This is an optimization exercise on Yosys and OpenROAD, whose aim is a short achievable clock period and few clock cycles, not a production implementation.
In this exercise RTL edits were held to simulation tests only and were not proved equivalent to the original.
No activity file was given, so power comes from the tool's default toggle rates.

==> design.v <==
module bvm_core (
    input  wire        clk,
    input  wire        rst,           
    input  wire [12:0] prog_limit,    
    input  wire [15:0] max_steps,     
    output wire        mem_req,
    output wire        mem_we,
    output wire [11:0] mem_addr,
    output wire [7:0]  mem_wdata,
    input  wire        mem_ready,
    input  wire [7:0]  mem_rdata,
    input  wire [3:0]  dbg_addr,
    output wire [7:0]  dbg_data,
    output reg  [2:0]  status,        
    output reg  [15:0] pc,
    output reg  [15:0] last_pc,
    output reg  [31:0] last_word,
    output reg  [15:0] steps,
    output reg  [16:0] fault_addr,
    output reg         dz_valid,
    output reg  [15:0] dz_pc
);
    localparam ST_RUN = 3'd0, ST_HALT = 3'd1, ST_UNK = 3'd2, ST_OOB = 3'd3, ST_CEIL = 3'd4;
    localparam K_FETCH = 1'b0, K_LOAD = 1'b1;
    localparam DIB = 5;
    localparam DTW = 10 - DIB;        
    localparam NDL = 1 << DIB;
    reg [7:0] regs [0:15];
    assign dbg_data = regs[dbg_addr];
    reg [12:0] lim;           
    reg [15:0] ms_m1;         
    reg        end_pend;      
    reg [2:0]  end_code;
    reg        rp_req, rp_kind;
    reg [11:0] rp_addr;
    reg [12:0] pf_ptr;        
    reg [3:0]  sb_mask;       
    reg [11:0] sb_addr;
    reg [7:0]  sb_v0, sb_v1;  
    reg        sb_prog;       
    reg [7:0]  cb0 [0:63];
    reg [7:0]  cb1 [0:63];
    reg [7:0]  cb2 [0:63];
    reg [7:0]  cb3 [0:63];
    reg [63:0] cv0, cv1, cv2, cv3;
    reg [3:0]  ctag [0:63];
    reg [7:0]     db0 [0:NDL-1];
    reg [7:0]     db1 [0:NDL-1];
    reg [7:0]     db2 [0:NDL-1];
    reg [7:0]     db3 [0:NDL-1];
    reg [NDL-1:0] dv0, dv1, dv2, dv3;
    reg [DTW-1:0] dtag [0:NDL-1];
    reg [1:0]  bht [0:63];
    reg        e_valid, e_after_st;
    reg [15:0] e_pc, e_npc, e_tgt;
    reg [31:0] e_word;
    reg        e_fault;
    reg [2:0]  e_fcode;
    reg [16:0] e_faddr;
    reg        e_alu, e_div, e_lui, e_auipc, e_ld, e_st, e_br, e_jal, e_jr, e_halt;
    reg [3:0]  e_op, e_ra, e_rb, e_rb2, e_rd, e_rd2;
    reg        e_useimm, e_ldw, e_jself, e_pred;
    reg [7:0]  e_imm8;
    reg [15:0] e_imm16;
    reg [1:0]  e_stn;
    reg [2:0]  e_f3;
    reg [1:0]  ld_ph;
    wire replay  = e_valid & e_after_st & sb_prog;
    wire ex_ok   = e_valid & ~end_pend & ~replay;
    wire ex_run  = ex_ok & ~e_fault;
    wire       sb_act  = (sb_mask != 4'd0);
    wire [1:0] sb_j    = sb_mask[0] ? 2'd0 : sb_mask[1] ? 2'd1 : sb_mask[2] ? 2'd2 : 2'd3;
    wire       sb_last = (sb_mask == 4'b0001) | (sb_mask == 4'b0010) |
                         (sb_mask == 4'b0100) | (sb_mask == 4'b1000);
    wire [11:0] sb_wa  = sb_addr + {10'd0, sb_j};
    wire [7:0]  sb_wd  = (sb_j == 2'd0) ? sb_v0 : (sb_j == 2'd1) ? sb_v1 : 8'd0;
    wire [11:0] ea;
    assign mem_req   = sb_act | rp_req;
    assign mem_we    = sb_act;
    assign mem_addr  = sb_act ? sb_wa : rp_addr;
    assign mem_wdata = sb_wd;
    wire sb_acc = sb_act & mem_ready;
    wire rp_acc = rp_req & ~sb_act & mem_ready;
    wire sb_clear = ~sb_act | (sb_last & mem_ready);
    reg [15:0] pc_f;
    wire [1:0]  fo  = pc_f[1:0];
    wire [5:0]  fr0 = pc_f[7:2];
    wire [5:0]  fr1 = pc_f[7:2] + 6'd1;
    wire [5:0]  row0 = (fo != 2'd0) ? fr1 : fr0;
    wire [5:0]  row1 = (fo >  2'd1) ? fr1 : fr0;
    wire [5:0]  row2 = (fo == 2'd3) ? fr1 : fr0;
    wire [5:0]  row3 = fr0;
    wire [7:0]  bd0 = cb0[row0], bd1 = cb1[row1], bd2 = cb2[row2], bd3 = cb3[row3];
    wire        bv0 = cv0[row0], bv1 = cv1[row1], bv2 = cv2[row2], bv3 = cv3[row3];
    wire [3:0]  tg0 = ctag[fr0], tg1 = ctag[fr1];
    wire [11:0] fa0 = pc_f[11:0];
    wire [11:0] fa1 = pc_f[11:0] + 12'd1;
    wire [11:0] fa2 = pc_f[11:0] + 12'd2;
    wire [11:0] fa3 = pc_f[11:0] + 12'd3;
    reg  [7:0]  c0, c1, c2, c3;
    reg         v0, v1, v2, v3;
    always @* begin
        case (fo)
            2'd0: begin c0 = bd0; c1 = bd1; c2 = bd2; c3 = bd3; v0 = bv0; v1 = bv1; v2 = bv2; v3 = bv3; end
            2'd1: begin c0 = bd1; c1 = bd2; c2 = bd3; c3 = bd0; v0 = bv1; v1 = bv2; v2 = bv3; v3 = bv0; end
            2'd2: begin c0 = bd2; c1 = bd3; c2 = bd0; c3 = bd1; v0 = bv2; v1 = bv3; v2 = bv0; v3 = bv1; end
            default: begin c0 = bd3; c1 = bd0; c2 = bd1; c3 = bd2; v0 = bv3; v1 = bv0; v2 = bv1; v3 = bv2; end
        endcase
    end
    wire [7:0] b0 = c0, b1 = c1, b2 = c2, b3 = c3;
    wire h0 = v0 & (tg0 == fa0[11:8]);
    wire h1 = v1 & (((fo == 2'd3) ? tg1 : tg0) == fa1[11:8]);
    wire h2 = v2 & (((fo >= 2'd2) ? tg1 : tg0) == fa2[11:8]);
    wire h3 = v3 & (((fo != 2'd0) ? tg1 : tg0) == fa3[11:8]);
    wire f_infl = rp_req & (rp_kind == K_FETCH) & ~sb_act;
    wire fm0 = f_infl & (rp_addr == fa0);
    wire fm1 = f_infl & (rp_addr == fa1);
    wire fm2 = f_infl & (rp_addr == fa2);
    wire fm3 = f_infl & (rp_addr == fa3);
    wire [16:0] pcx  = {1'b0, pc_f};
    wire [16:0] limx = {4'd0, lim};
    wire in0 = pcx < limx;
    wire in1 = (pcx + 17'd1) < limx;
    wire in2 = (pcx + 17'd2) < limx;
    wire in3 = (pcx + 17'd3) < limx;
    wire [3:0] f4 = b1[3:0];
    wire is08  = (b0 == 8'h08);
    wire is18  = (b0 == 8'h18);
    wire is20  = (b0 == 8'h20);
    wire isI   = (b0[7:3] == 5'b00010) && (b0[2:0] != 3'd7);
    wire isLd  = (b0 == 8'h28) || (b0 == 8'h29) || (b0 == 8'h2A);
    wire isSt  = (b0 == 8'h30) || (b0 == 8'h31) || (b0 == 8'h32);
    wire isBr  = (b0[7:3] == 5'b00111) && (b0[2:0] <= 3'd5);
    wire isJal = (b0 == 8'h40);
    wire isJr  = (b0 == 8'h48);
    wire isH   = (b0 == 8'hFF);
    wire needs_b1 = is08 | is18 | is20;
    wire cl_valid = (is08 & (f4 <= 4'd8)) | ((is18 | is20) & (f4 <= 4'd1)) | isI | isLd | isSt |
                    isBr | isJal | isJr | isH;
    wire in_end   = is08 ? in2 : in3;      
    wire all_hit  = h0 & h1 & h2 & (is08 | h3);
    wire [31:0] part_word = {16'd0, needs_b1 ? b1 : 8'd0, b0};
    reg        f_rdy, f_fault;
    reg [2:0]  f_fcode;
    reg [16:0] f_faddr;
    reg [31:0] f_word;
    always @* begin
        f_rdy   = 1'b0;
        f_fault = 1'b0;
        f_fcode = ST_OOB;
        f_faddr = limx;
        f_word  = part_word;
        if (!in0) begin
            f_rdy = 1'b1; f_fault = 1'b1; f_faddr = pcx; f_word = 32'd0;
        end else if (h0) begin
            if (needs_b1 && !in1) begin
                f_rdy = 1'b1; f_fault = 1'b1; f_faddr = pcx + 17'd1; f_word = {24'd0, b0};
            end else if (!needs_b1 || h1) begin
                if (!cl_valid) begin
                    f_rdy = 1'b1; f_fault = 1'b1; f_fcode = ST_UNK;
                end else if (!in_end) begin
                    f_rdy = 1'b1; f_fault = 1'b1;
                end else if (all_hit) begin
                    f_rdy = 1'b1;
                    f_word = {is08 ? 8'd0 : b3, b2, b1, b0};
                end
            end
        end
    end
    wire [3:0]  d_ra  = is08 ? b2[3:0] : is18 ? b3[3:0] : (isSt | isBr) ? b1[3:0] : b1[7:4];
    wire [3:0]  d_rb  = is08 ? b2[7:4] : b1[7:4];
    wire [3:0]  d_rd  = (is08 | is18 | is20) ? b1[7:4] : b1[3:0];
    wire [3:0]  d_op  = is08 ? f4 : isI ? {1'b0, b0[2:0]} : (f4[0] ? 4'd8 : 4'd7);
    wire [7:0]  d_imm8  = is18 ? {3'd0, b2[4:0]} : b2;
    wire [15:0] d_imm16 = {b3, b2};
    wire [1:0]  d_stn   = (b0[1:0] == 2'd0) ? 2'd0 : (b0[1:0] == 2'd1) ? 2'd1 : 2'd3;
    wire        d_jself = (b1[7:4] == b1[3:0]);
    wire [15:0] pc3   = pc_f + 16'd3;
    wire [15:0] pc4   = pc_f + 16'd4;
    wire [15:0] f_npc = is08 ? pc3 : pc4;
    wire [15:0] t_a   = isJr ? {8'd0, pc4[15:8]} : pc4;
    wire [15:0] t_b   = isJal ? {b3[3:0], b2, b1[7:4]} : {b3, b2};
    wire [15:0] t_sum = t_a + t_b;
    wire [15:0] f_tgt = {t_sum[15:1], t_sum[0] & ~isJr};
    wire [1:0]  bht_c = bht[pc_f[7:2]];
    wire        f_bp  = bht_c[1] | ((bht_c == 2'b01) & b3[7]);
    wire        f_pred = isJal | (isJr & d_jself) | (isBr & f_bp);
    wire [7:0] ra_v  = regs[e_ra];
    wire [7:0] rb_v  = regs[e_rb];
    wire [7:0] rb2_v = regs[e_rb2];
    wire [7:0] opb   = e_useimm ? e_imm8 : rb_v;
    wire [15:0] prod = ra_v * opb;
    reg  [7:0]  alu_y;
    always @* begin
        case (e_op)
            4'd0: alu_y = ra_v + opb;
            4'd1: alu_y = ra_v - opb;
            4'd2: alu_y = prod[7:0];
            4'd4: alu_y = ra_v & opb;
            4'd5: alu_y = ra_v | opb;
            4'd6: alu_y = ra_v ^ opb;
            4'd7: alu_y = (opb[7:3] != 5'd0) ? 8'd0 : (ra_v << opb[2:0]);
            default: alu_y = (opb[7:3] != 5'd0) ? 8'd0 : (ra_v >> opb[2:0]);
        endcase
    end
    wire signed [7:0] sa = ra_v;
    wire signed [7:0] sb = rb_v;
    reg br_cond;
    always @* begin
        case (e_f3)
            3'd0: br_cond = (sa == sb);
            3'd1: br_cond = (sa != sb);
            3'd2: br_cond = (sa <  sb);
            3'd3: br_cond = (sa >  sb);
            3'd4: br_cond = (sa <= sb);
            default: br_cond = (sa >= sb);
        endcase
    end
    wire [7:0]  link    = e_npc[15:8];
    wire [15:0] jr_sum  = {8'd0, ra_v} + e_imm16;
    wire [15:0] jr_tgt  = {jr_sum[15:1], 1'b0};
    assign      ea      = ra_v + e_imm16[11:0];
    function [9:0] r4step(input [7:0] r, input [1:0] d, input [7:0] b, input [9:0] b3);
        reg [10:0] x, t1, t2, t3;
        begin
            x  = {1'b0, r, d};
            t1 = x - {3'd0, b};
            t2 = x - {2'd0, b, 1'b0};
            t3 = x - {1'b0, b3};
            if (!t3[10])      r4step = {t3[7:0], 2'd3};
            else if (!t2[10]) r4step = {t2[7:0], 2'd2};
            else if (!t1[10]) r4step = {t1[7:0], 2'd1};
            else              r4step = {x[7:0], 2'd0};
        end
    endfunction
    reg        dv_busy;
    reg [7:0]  dv_r, dv_b;
    reg [9:0]  dv_b3;
    reg [3:0]  dv_qh, dv_al;
    wire [9:0] opb3  = {2'd0, opb} + {1'b0, opb, 1'b0};
    wire [9:0] dv_s1 = r4step(8'd0, ra_v[7:6], opb, opb3);
    wire [9:0] dv_s2 = r4step(dv_s1[9:2], ra_v[5:4], opb, opb3);
    wire [9:0] dv_s3 = r4step(dv_r, dv_al[3:2], dv_b, dv_b3);
    wire [9:0] dv_s4 = r4step(dv_s3[9:2], dv_al[1:0], dv_b, dv_b3);
    wire [7:0] dv_q  = {dv_qh, dv_s3[1:0], dv_s4[1:0]};
    wire       dv_zero = (opb == 8'd0);
    wire [11:0]    da   = (ld_ph != 2'd0) ? rp_addr : ea;
    wire [1:0]     eo   = da[1:0];
    wire [DIB-1:0] er0  = da[DIB+1:2];
    wire [DIB-1:0] er1  = er0 + 1'b1;
    wire [DIB-1:0] drow0 = (eo != 2'd0) ? er1 : er0;
    wire [DIB-1:0] drow1 = (eo >  2'd1) ? er1 : er0;
    wire [DIB-1:0] drow2 = (eo == 2'd3) ? er1 : er0;
    wire [DIB-1:0] drow3 = er0;
    wire [7:0]  dd0r = db0[drow0], dd1r = db1[drow1], dd2r = db2[drow2], dd3r = db3[drow3];
    wire        dv0r = dv0[drow0], dv1r = dv1[drow1], dv2r = dv2[drow2], dv3r = dv3[drow3];
    wire [DTW-1:0] dtg0 = dtag[er0], dtg1 = dtag[er1];
    wire [11:0] ea1 = da + 12'd1;
    wire [11:0] ea2 = da + 12'd2;
    wire [11:0] ea3 = da + 12'd3;
    reg  [7:0]  dd0, dd1, dd2, dd3;
    reg         dw0, dw1, dw2, dw3;
    always @* begin
        case (eo)
            2'd0: begin dd0 = dd0r; dd1 = dd1r; dd2 = dd2r; dd3 = dd3r; dw0 = dv0r; dw1 = dv1r; dw2 = dv2r; dw3 = dv3r; end
            2'd1: begin dd0 = dd1r; dd1 = dd2r; dd2 = dd3r; dd3 = dd0r; dw0 = dv1r; dw1 = dv2r; dw2 = dv3r; dw3 = dv0r; end
            2'd2: begin dd0 = dd2r; dd1 = dd3r; dd2 = dd0r; dd3 = dd1r; dw0 = dv2r; dw1 = dv3r; dw2 = dv0r; dw3 = dv1r; end
            default: begin dd0 = dd3r; dd1 = dd0r; dd2 = dd1r; dd3 = dd2r; dw0 = dv3r; dw1 = dv0r; dw2 = dv1r; dw3 = dv2r; end
        endcase
    end
    wire dh0 = dw0 & (dtg0 == da[11:DIB+2]);
    wire dh1 = dw1 & (((eo == 2'd3) ? dtg1 : dtg0) == ea1[11:DIB+2]);
    wire dh2 = dw2 & (((eo >= 2'd2) ? dtg1 : dtg0) == ea2[11:DIB+2]);
    wire dh3 = dw3 & (((eo != 2'd0) ? dtg1 : dtg0) == ea3[11:DIB+2]);
    wire [7:0] sv1    = (e_stn == 2'd3) ? rb2_v : 8'd0;
    wire [3:0] st_m   = (e_stn == 2'd0) ? 4'b0001 : (e_stn == 2'd1) ? 4'b0011 : 4'b1111;
    wire [3:0] st_sil = {dh3 & (dd3 == 8'd0), dh2 & (dd2 == 8'd0), dh1 & (dd1 == sv1), dh0 & (dd0 == rb_v)};
    wire [3:0] st_eff = st_m & ~st_sil;
    wire       ld_hit = (ld_ph == 2'd0) & dh0 & (~e_ldw | dh1);
    wire simple  = (e_alu & ~e_div) | e_lui | e_auipc | e_br | e_jal | e_jr | e_halt;
    wire div_ok  = e_div & (dv_zero | dv_busy);
    wire ld_ok   = e_ld & (ld_hit | ((ld_ph == 2'd1) & rp_acc & ~e_ldw) | ((ld_ph == 2'd2) & rp_acc));
    wire st_ok   = e_st & sb_clear;
    wire commit  = ex_run & (simple | div_ok | ld_ok | st_ok);
    wire mispred = (e_br & (br_cond ^ e_pred)) | (e_jr & ~e_jself);
    wire redirect = (commit & mispred) | replay;
    wire [15:0] redir_pc = replay ? e_pc : e_jr ? jr_tgt : br_cond ? e_tgt : e_npc;
    wire [15:0] commit_pc = (e_jal | (e_jr & e_jself) | (e_br & br_cond)) ? e_tgt :
                            e_jr ? jr_tgt : e_npc;
    wire ex_free = ~e_valid | commit | replay | end_pend | e_fault;
    wire dz_now  = ex_run & e_div & dv_zero;
    wire run_end = commit & (e_halt | (steps == ms_m1));
    wire st_go   = commit & e_st;
    wire ld_go0  = ex_run & e_ld & (ld_ph == 2'd0) & ~ld_hit;
    wire ld2_go  = ex_run & e_ld & (ld_ph == 2'd1) & rp_acc & e_ldw;
    reg        rw_en;
    reg [3:0]  rw_idx;
    reg [7:0]  rw_val;
    always @* begin
        rw_en  = 1'b0;
        rw_idx = e_rd;
        rw_val = link;
        if (ex_run) begin
            if (e_ld) begin
                rw_en  = ld_hit | ((ld_ph != 2'd0) & rp_acc);
                rw_idx = (ld_ph == 2'd2) ? e_rd2 : e_rd;
                rw_val = ld_hit ? dd0 : mem_rdata;
            end else if (e_alu) begin
                rw_en  = e_div ? (dv_busy & ~dv_zero) : 1'b1;
                rw_val = e_div ? dv_q : alu_y;
            end else if (e_lui) begin
                rw_en  = 1'b1;
                rw_val = e_imm16[15:8];
            end else if (e_auipc) begin
                rw_en  = 1'b1;
                rw_val = link + e_imm16[7:0];
            end else if (e_jal | e_jr) begin
                rw_en  = 1'b1;
            end
        end
    end
    wire rw2_en = ex_run & e_ld & e_ldw & ld_hit;
    wire        dc_ld  = ex_run & e_ld & (ld_ph != 2'd0) & rp_acc;
    wire        dc_we  = st_go | dc_ld;
    wire [3:0]  dc_m   = st_go ? st_m : 4'b0001;
    wire [7:0]  dc_v0  = st_go ? rb_v : mem_rdata;
    wire [7:0]  dc_v1  = sv1;
    wire [1:0]     wo   = eo;
    wire [DIB-1:0] wr0  = er0;
    wire [DIB-1:0] wr1  = er1;
    wire [DTW-1:0] wt0  = da[11:DIB+2];
    wire [DTW-1:0] wt1  = ea3[11:DIB+2];
    wire [1:0] wi0 = 2'd0 - wo, wi1 = 2'd1 - wo, wi2 = 2'd2 - wo, wi3 = 2'd3 - wo;
    wire       wb0 = dc_m[wi0], wb1 = dc_m[wi1], wb2 = dc_m[wi2], wb3 = dc_m[wi3];
    wire       wl0 = (wo != 2'd0), wl1 = (wo > 2'd1), wl2 = (wo == 2'd3);
    function [7:0] dc_val(input [1:0] i, input [7:0] x0, input [7:0] x1);
        dc_val = (i == 2'd0) ? x0 : (i == 2'd1) ? x1 : 8'd0;
    endfunction
    wire       w0_any = (wb0 & ~wl0) | (wb1 & ~wl1) | (wb2 & ~wl2) | wb3;
    wire       w1_any = (wb0 & wl0) | (wb1 & wl1) | (wb2 & wl2);
    wire       w0_tm  = (dtg0 == wt0);
    wire       w1_tm  = (dtg1 == wt1);
    wire dm0 = in0 & ~h0 & ~fm0;
    wire dm1 = in1 & ~h1 & ~fm1;
    wire dm2 = in2 & ~h2 & ~fm2;
    wire dm3 = in3 & ~h3 & ~fm3;
    wire        fetch_need = dm0 | dm1 | dm2 | dm3 | (pf_ptr < lim);
    wire [11:0] fetch_addr = dm0 ? fa0 : dm1 ? fa1 : dm2 ? fa2 : dm3 ? fa3 : pf_ptr[11:0];
    wire if_block = sb_act & sb_prog;
    wire f_issue  = f_rdy & ~if_block & ~end_pend & ex_free & ~redirect;
    wire        c_fill = rp_acc & (rp_kind == K_FETCH);
    wire [5:0]  c_row  = mem_addr[7:2];
    wire [1:0]  c_bank = mem_addr[1:0];
    wire        c_tm   = (ctag[c_row] == mem_addr[11:8]);
    wire [7:0]  c_data = sb_act ? sb_wd : mem_rdata;
    integer k;
    always @(posedge clk) begin
        if (rst) begin
            status     <= ST_RUN;
            pc         <= 16'd0;
            last_pc    <= 16'd0;
            last_word  <= 32'd0;
            steps      <= 16'd0;
            fault_addr <= 17'd0;
            dz_valid   <= 1'b0;
            dz_pc      <= 16'd0;
            for (k = 0; k < 16; k = k + 1)
                regs[k] <= 8'd0;
            for (k = 0; k < 64; k = k + 1)
                bht[k] <= 2'b01;
            lim        <= prog_limit;
            ms_m1      <= max_steps - 16'd1;
            end_pend   <= (max_steps == 16'd0);
            end_code   <= ST_CEIL;
            rp_req     <= 1'b1;
            rp_kind    <= K_FETCH;
            rp_addr    <= 12'd0;
            pf_ptr     <= 13'd1;
            sb_mask    <= 4'd0;
            sb_prog    <= 1'b0;
            cv0 <= 64'd0; cv1 <= 64'd0; cv2 <= 64'd0; cv3 <= 64'd0;
            dv0 <= {NDL{1'b0}}; dv1 <= {NDL{1'b0}}; dv2 <= {NDL{1'b0}}; dv3 <= {NDL{1'b0}};
            pc_f       <= 16'd0;
            e_valid    <= 1'b0;
            e_after_st <= 1'b0;
            dv_busy    <= 1'b0;
            ld_ph      <= 2'd0;
        end else begin
            dz_valid <= 1'b0;
            if (c_fill) begin
                if (c_tm) begin
                    case (c_bank)
                        2'd0: cv0[c_row] <= 1'b1;
                        2'd1: cv1[c_row] <= 1'b1;
                        2'd2: cv2[c_row] <= 1'b1;
                        default: cv3[c_row] <= 1'b1;
                    endcase
                end else begin
                    ctag[c_row] <= mem_addr[11:8];
                    cv0[c_row] <= (c_bank == 2'd0);
                    cv1[c_row] <= (c_bank == 2'd1);
                    cv2[c_row] <= (c_bank == 2'd2);
                    cv3[c_row] <= (c_bank == 2'd3);
                end
            end
            if (c_fill || (sb_acc && c_tm)) begin
                case (c_bank)
                    2'd0: cb0[c_row] <= c_data;
                    2'd1: cb1[c_row] <= c_data;
                    2'd2: cb2[c_row] <= c_data;
                    default: cb3[c_row] <= c_data;
                endcase
            end
            if (dc_we) begin
                if (w0_any) begin
                    if (w0_tm) begin
                        if (wb0 & ~wl0) dv0[wr0] <= 1'b1;
                        if (wb1 & ~wl1) dv1[wr0] <= 1'b1;
                        if (wb2 & ~wl2) dv2[wr0] <= 1'b1;
                        if (wb3)        dv3[wr0] <= 1'b1;
                    end else begin
                        dtag[wr0] <= wt0;
                        dv0[wr0] <= wb0 & ~wl0;
                        dv1[wr0] <= wb1 & ~wl1;
                        dv2[wr0] <= wb2 & ~wl2;
                        dv3[wr0] <= wb3;
                    end
                end
                if (w1_any) begin
                    if (w1_tm) begin
                        if (wb0 & wl0) dv0[wr1] <= 1'b1;
                        if (wb1 & wl1) dv1[wr1] <= 1'b1;
                        if (wb2 & wl2) dv2[wr1] <= 1'b1;
                    end else begin
                        dtag[wr1] <= wt1;
                        dv0[wr1] <= wb0 & wl0;
                        dv1[wr1] <= wb1 & wl1;
                        dv2[wr1] <= wb2 & wl2;
                        dv3[wr1] <= 1'b0;
                    end
                end
                if (wb0) db0[wl0 ? wr1 : wr0] <= dc_val(wi0, dc_v0, dc_v1);
                if (wb1) db1[wl1 ? wr1 : wr0] <= dc_val(wi1, dc_v0, dc_v1);
                if (wb2) db2[wl2 ? wr1 : wr0] <= dc_val(wi2, dc_v0, dc_v1);
                if (wb3) db3[wr0]             <= dc_val(wi3, dc_v0, dc_v1);
            end
            if (st_go) begin
                sb_mask <= st_eff;
                sb_addr <= ea;
                sb_v0   <= rb_v;
                sb_v1   <= sv1;
                sb_prog <= (st_eff != 4'd0) && (({1'b0, ea} < lim) || (ea[11:2] == 10'h3FF));
            end else if (sb_acc) begin
                sb_mask[sb_j] <= 1'b0;
            end
            if (rp_req && !rp_acc && rp_kind == K_LOAD) begin
            end else if (ld_go0) begin
                rp_req   <= 1'b1;
                rp_kind  <= K_LOAD;
                rp_addr  <= ea;
            end else if (ld2_go) begin
                rp_req   <= 1'b1;
                rp_kind  <= K_LOAD;
                rp_addr  <= rp_addr + 12'd1;
            end else if (fetch_need && !end_pend) begin
                rp_req   <= 1'b1;
                rp_kind  <= K_FETCH;
                rp_addr  <= fetch_addr;
                pf_ptr   <= {1'b0, fetch_addr} + 13'd1;
            end else begin
                rp_req   <= 1'b0;
            end
            if (rw_en)
                regs[rw_idx] <= rw_val;
            if (rw2_en)
                regs[e_rd2] <= dd1;
            if (ld_go0)
                ld_ph <= 2'd1;
            else if (ld2_go)
                ld_ph <= 2'd2;
            else if (commit)
                ld_ph <= 2'd0;
            if (ex_run && e_div && !dv_zero && !dv_busy) begin
                dv_busy <= 1'b1;
                dv_r    <= dv_s2[9:2];
                dv_qh   <= {dv_s1[1:0], dv_s2[1:0]};
                dv_al   <= ra_v[3:0];
                dv_b    <= opb;
                dv_b3   <= opb3;
            end else begin
                dv_busy <= 1'b0;
            end
            if (dz_now) begin
                dz_valid <= 1'b1;
                dz_pc    <= e_pc;
            end
            if (commit && e_br) begin
                if (br_cond && bht[e_pc[7:2]] != 2'b11)
                    bht[e_pc[7:2]] <= bht[e_pc[7:2]] + 2'b01;
                else if (!br_cond && bht[e_pc[7:2]] != 2'b00)
                    bht[e_pc[7:2]] <= bht[e_pc[7:2]] - 2'b01;
            end
            if (commit) begin
                steps     <= steps + 16'd1;
                last_pc   <= e_pc;
                last_word <= e_word;
                if (!e_halt)
                    pc <= commit_pc;
                if (run_end) begin
                    end_pend <= 1'b1;
                    end_code <= e_halt ? ST_HALT : ST_CEIL;
                    if (sb_clear && !(e_st && st_eff != 4'd0) && !dz_now)
                        status <= e_halt ? ST_HALT : ST_CEIL;
                end
            end else if (ex_ok && e_fault) begin
                last_pc    <= e_pc;
                last_word  <= e_word;
                fault_addr <= e_faddr;
                end_pend   <= 1'b1;
                end_code   <= e_fcode;
                if (sb_clear)
                    status <= e_fcode;
            end else if (end_pend && sb_clear && status == ST_RUN) begin
                status <= end_code;
            end
            if (redirect)
                pc_f <= redir_pc;
            else if (f_issue)
                pc_f <= f_pred ? f_tgt : f_npc;
            e_after_st <= 1'b0;
            if (ex_free) begin
                e_valid <= f_issue;
                if (f_issue) begin
                    e_after_st <= st_go;
                    e_pc     <= pc_f;
                    e_npc    <= f_npc;
                    e_tgt    <= f_tgt;
                    e_pred   <= f_pred;
                    e_word   <= f_word;
                    e_fault  <= f_fault;
                    e_fcode  <= f_fcode;
                    e_faddr  <= f_faddr;
                    e_alu    <= is08 | isI | is18;
                    e_div    <= (is08 & (f4 == 4'd3)) | (b0 == 8'h13);
                    e_lui    <= is20 & ~f4[0];
                    e_auipc  <= is20 & f4[0];
                    e_ld     <= isLd;
                    e_st     <= isSt;
                    e_br     <= isBr;
                    e_jal    <= isJal;
                    e_jr     <= isJr;
                    e_halt   <= isH;
                    e_op     <= d_op;
                    e_ra     <= d_ra;
                    e_rb     <= d_rb;
                    e_rb2    <= d_rb + 4'd1;
                    e_rd     <= d_rd;
                    e_rd2    <= d_rd + 4'd1;
                    e_useimm <= isI | is18;
                    e_ldw    <= (b0 == 8'h2A);
                    e_jself  <= d_jself;
                    e_imm8   <= d_imm8;
                    e_imm16  <= d_imm16;
                    e_stn    <= d_stn;
                    e_f3     <= b0[2:0];
                end
            end
        end
    end
endmodule
==> flow/run.sh <==
#!/bin/bash
# Standard ORFS layout (the standard.sh), with timing repair aiming below the clock
# period. The repair before placement is skipped.
set -o pipefail
bash standard.sh SETUP_SLACK_MARGIN=5.6 REMOVE_ABC_BUFFERS=1 \
    SKIP_LAST_GASP=1 finish > layout_make.log 2>&1
==> standard.sh <==
#!/bin/bash
# synth_recipe.tcl (not shown) runs the flow's synth.tcl, then flattens the netlist and writes it again
# the make line also repeats each setting of config.mk as NAME=value (left out here)
make -C /OpenROAD-flow-scripts/flow DESIGN_CONFIG=/design/flow/config.mk WORK_HOME=/design/flow/orfs CLKGATE_MAP_FILE= SYNTH_SCRIPT=/design/flow/synth_recipe.tcl "${@:-finish}"
==> config.mk <==
export PLATFORM = sky130hd
export DESIGN_NAME = bvm_core
export DESIGN_NICKNAME = bvm_core
export VERILOG_FILES = /design/flow/design.v
export SDC_FILE = /design/flow/constraint.sdc
export NUM_CORES = 4
export LEC_CHECK = 0
export ABC_CLOCK_PERIOD_IN_PS = 3000
export CAP_MARGIN = 20
export CORE_MARGIN = 2
export CORE_UTILIZATION = 36
export SLEW_MARGIN = 20
==> constraint.sdc <==
create_clock -name core_clock -period 14.0 [get_ports {clk}]
set_input_delay 2.8000 -clock core_clock [delete_from_list [all_inputs] [get_ports {clk}]]
set_output_delay 2.8000 -clock core_clock [all_outputs]
set_load 0.01 [all_outputs]
==> results.txt <==
[metrics by stage]
stage          power (mW)  utilization (%)  hold slack [ps]  setup WS (ps)
2_1_floorplan       16.41                -            429.5         -32410
3_3_place_gp        17.44            37.95            440.6           1087
3_5_place_dp        17.46            38.01            444.0           1100
4_1_cts             31.25            41.98            452.0           5523
5_1_grt             32.06            43.00            469.2           5204
6_report            31.50            43.02            449.7           5360
[state kept, by name, indices dropped and copies added, names as in the netlist, 160 cells and up, named ones only]
signal,flops
cb0,512
cb1,512
cb2,512
cb3,512
ctag,256
db0,256
db1,256
db2,256
db3,256
dtag,160
[report_power, final]
part           internal, mW  leakage, nW  switching (mW)
sequential             14.8         41.2          0.0456
clock                  7.76         8.23            6.02
combinational         0.862         42.8            1.99
total                  23.4         92.1            8.06
[worst register-to-register path, delay by kind of cell, from the launching register on]
kind / cells / cell delay, ps
compound gates: 11 / 2590
buf+inv: 12 / 2330
mux: 3 / 1270
simple gates: 2 / 900
fa+ha+maj: 1 / 480
flops: 1 / 410
xor+xnor: 1 / 250
[metal layers]
layer / track usage (%) / wire [um]
met5: 0.1130 / 726
met4: 23.31 / 104600
met3: 10.00 / 141300
met2: 44.24 / 455900
met1: 36.04 / 368000
[cell families (layout without fill, tap and decap cells)]
| group | Yosys count | count (layout) | synth area share (%) |
|---|---|---|---|
| adders and majority gates | 309 | 309 | 1.689 |
| other | 1 | 52 | 0.001560 |
| and+or+nand+nor | 5055 | 5065 | 9.535 |
| DFF | 4577 | 4577 | 54.74 |
| xor gates and xnor gates | 417 | 417 | 1.568 |
| buffers and inverters | 1917 | 2895 | 3.725 |
| muxes | 2369 | 2369 | 15.18 |
| AOI/OAI and AO/OA | 4820 | 4823 | 13.56 |
[placed cells by master, fill, tap and decap left out, types with 287 or more instances in the layout]
cell type / n
edfxtp_1: 3996
nand2_1: 1551
nor2_1: 1298
mux2i_1: 1185
mux4_2: 1000
a21oi_1: 955
buf_4: 914
o21ai_0: 813
clkbuf_16: 565
dfxtp_1: 560
o22ai_1: 417
nand3_1: 411
a211oi_1: 402
inv_1: 373
nor3_1: 287
[worst paths after layout]
check                                    from             to  cells past startpoint  slack (ps)
worst max-delay path                     flop    dtag[28][2]                     30        5360
worst min-delay path            last_word[13]  last_word[13]                      2         450
worst max register to register           flop    dtag[28][2]                     30        5360
worst min register to register  last_word[13]  last_word[13]                      2         450
[final cells by class]
type / count / share of cell area [%]
flip-flops and latches: 4577 / 45.95
multi-input cells: 12980 / 37.74
repair buffers: 1523 / 5.828
clock buffers: 658 / 4.893
well taps: 8909 / 3.889
clock inverters: 287 / 1.008
inverters: 421 / 0.6313
diodes: 51 / 0.04453
repair inverters: 6 / 0.01790
[what timing repair did]
item | CTS | global route
cloned | 55 | 42
buffers inserted | 315 | 228
gates resized for setup | 1143 | 859
endpoints found under the setup margin | 5871 | 5544
pin swaps | 138 | 294
==> flow_metrics.py <==
metrics = {
    "status": {
        "outcome": "complete, but fails checks",
        "violations": "max-capacitance violations, max-slew violations",
    },
    "synth": {
        "yosys_warnings": 1,
        "synth_area_leaders": "edfxtp_1 50%, mux4_2 9.4%, mux2i_1 5.0%, dfxtp_1 4.8%, nor2_1 2.6%",
        "async_flop_share_pct": 0,
        "synth_seq_cells": 4577,
        "synth_top_area_cell": "edfxtp_1",
        "yosys_most_used_dff": "edfxtp_1",
        "synth_edf_count": 3996,
        "synth_cells": 19470,
        "synth_common_cells": "3,996 x edfxtp_1, 1,653 x nor2_1, 1,611 x nand2_1",
        "synth_cell_types": 151,
        "yosysMostFrequentCell": "edfxtp_1",
        "yosysTopAreaCellShare_pct": 49.91,
        "ys_seq_area_share_pct": 54.74,
        "avgSynthCellArea_um2": 12.35,
        "syn_area_um2": 240400,
    },
    "routing": {
        "wire_per_inst_um": 36.39,
        "num_vias": 193400,
        "firstDrtPassIters": 9,
        "routed_wl_mm": 1071,
        "drtAntennaViolNets": 0,
        "drt_iter0_markers": 29790,
        "vias_per_cell": 6.574,
        "drc": 0,
    },
    "power": {
        "powerDensity_nw_per_um2": 109.9,
        "vdd_ir_drop_max_uv": 133.1,
        "leakage_nw": 92.14,
    },
    "global_routing": {
        "grt_max_degree": 188,
        "grt_usage_pct": 29.95,
        "antenna_found_initial": 62,
        "grt_overflow": 0,
        "first_global_vias": 179600,
        "grt_pass1_wl_mm": 1448,
    },
    "sta": {
        "rsz0062_at_grt": "true",
        "fmax_mhz": 115.7,
        "skew_ps": 108.4,
        "post-route-min-period_ps": 8640,
        "slew_headroom_pct": -7.964,
        "hold_viol_final": 0,
        "slew_violations": 19,
        "finalCritPeriodShare_pct": 61.71,
        "tns_ps": 0,
        "finalSetupViolCount": 0,
        "worstMarginPinSlew_ps": 1619,
    },
    "final_layout": {
        "area_growth_pct": 19.20,
        "multi_input_area_um2": 108200,
        "instances_no_fill": 29420,
        "seq_area_um2": 131700,
        "fillCellCount": 60470,
        "design_area_um2": 286600,
        "drive_gt1_share_pct": 22.64,
        "fin_nets": 20390,
    },
    "clock_network": {
        "cts_buffers": 521,
        "clock-sinks": 4577,
        "insertion_delay_ps": 1140,
        "root_buffer": "clkbuf_16",
        "cts_buffer_depth": 4,
        "ctsHoldBuffers": 0,
        "h-tree-depth": 6,
        "path_clk_slew_ps": 60,
        "cts_tree": "built",
    },
    "floorplanning": {
        "row_count": 300,
        "initial_core_util_pct": 36.09,
        "die_area_um2": 674500,
        "ioPinCount": 191,
        "core_area_um2": 666300,
        "die_x_um": 821.3,
        "fp.dieH_um": 821.3,
    },
    "critical_path": {
        "crit_buf_inv": 12,
        "crit_path_start_kind": "flop",
        "crit_family": "compound AO/OA/AOI/OAI gates",
        "worst_path_most_repeated_cell": "buf_12",
        "cp_data_arrival_time_ps": 9330,
        "slowest_delay_ps": 640,
        "critPathMaxFanout": 26,
        "endpoint_kind": "flop",
        "required_ps": 14690,
        "crit_type": "flop to flop",
        "cpMaxStageDelayCell": "or4_4",
    },
    "run": {
        "maxCapViolCount": 4,
    },
    "placement": {
        "port_buffers": 190,
        "place_area_um2": 253300,
        "placed_cells": 27770,
        "routabilityCongestion": 1.047,
        "hpwl_mm": 700.7,
    },
    "worst_hold_path": {
        "min-delay-path-class": "flop to flop",
    },
}
Testbench counts, summed over its fixed seeds: cycles 53,660.

==> what the ideal ports hide <==
Ports are ideal in the flow. The routed layout listed here was re-timed in OpenROAD. Step 1 assumes that a clkbuf_16 drives the clock port and a buf_2 every other input. Step 2 moves the port delays by t, midway between the first and last clock arrival at a register: inputs arrive t later, outputs are due t later. That takes back most of the time a late clock gives input paths. a / b / c = ideal / step 1 / step 2; a / b = the first two.
shift t [ns]: 1.220
setup WS [ns]: 5.360 / 5.360 / 5.360
hold slack, ns: 0.450 / 0.450 / 0.450
clock arrival spread, ns: 0.108 / 0.108
For this run, drivers alone change the setup slack by 0.000 ns; drivers and shift together by 0.000 ns.
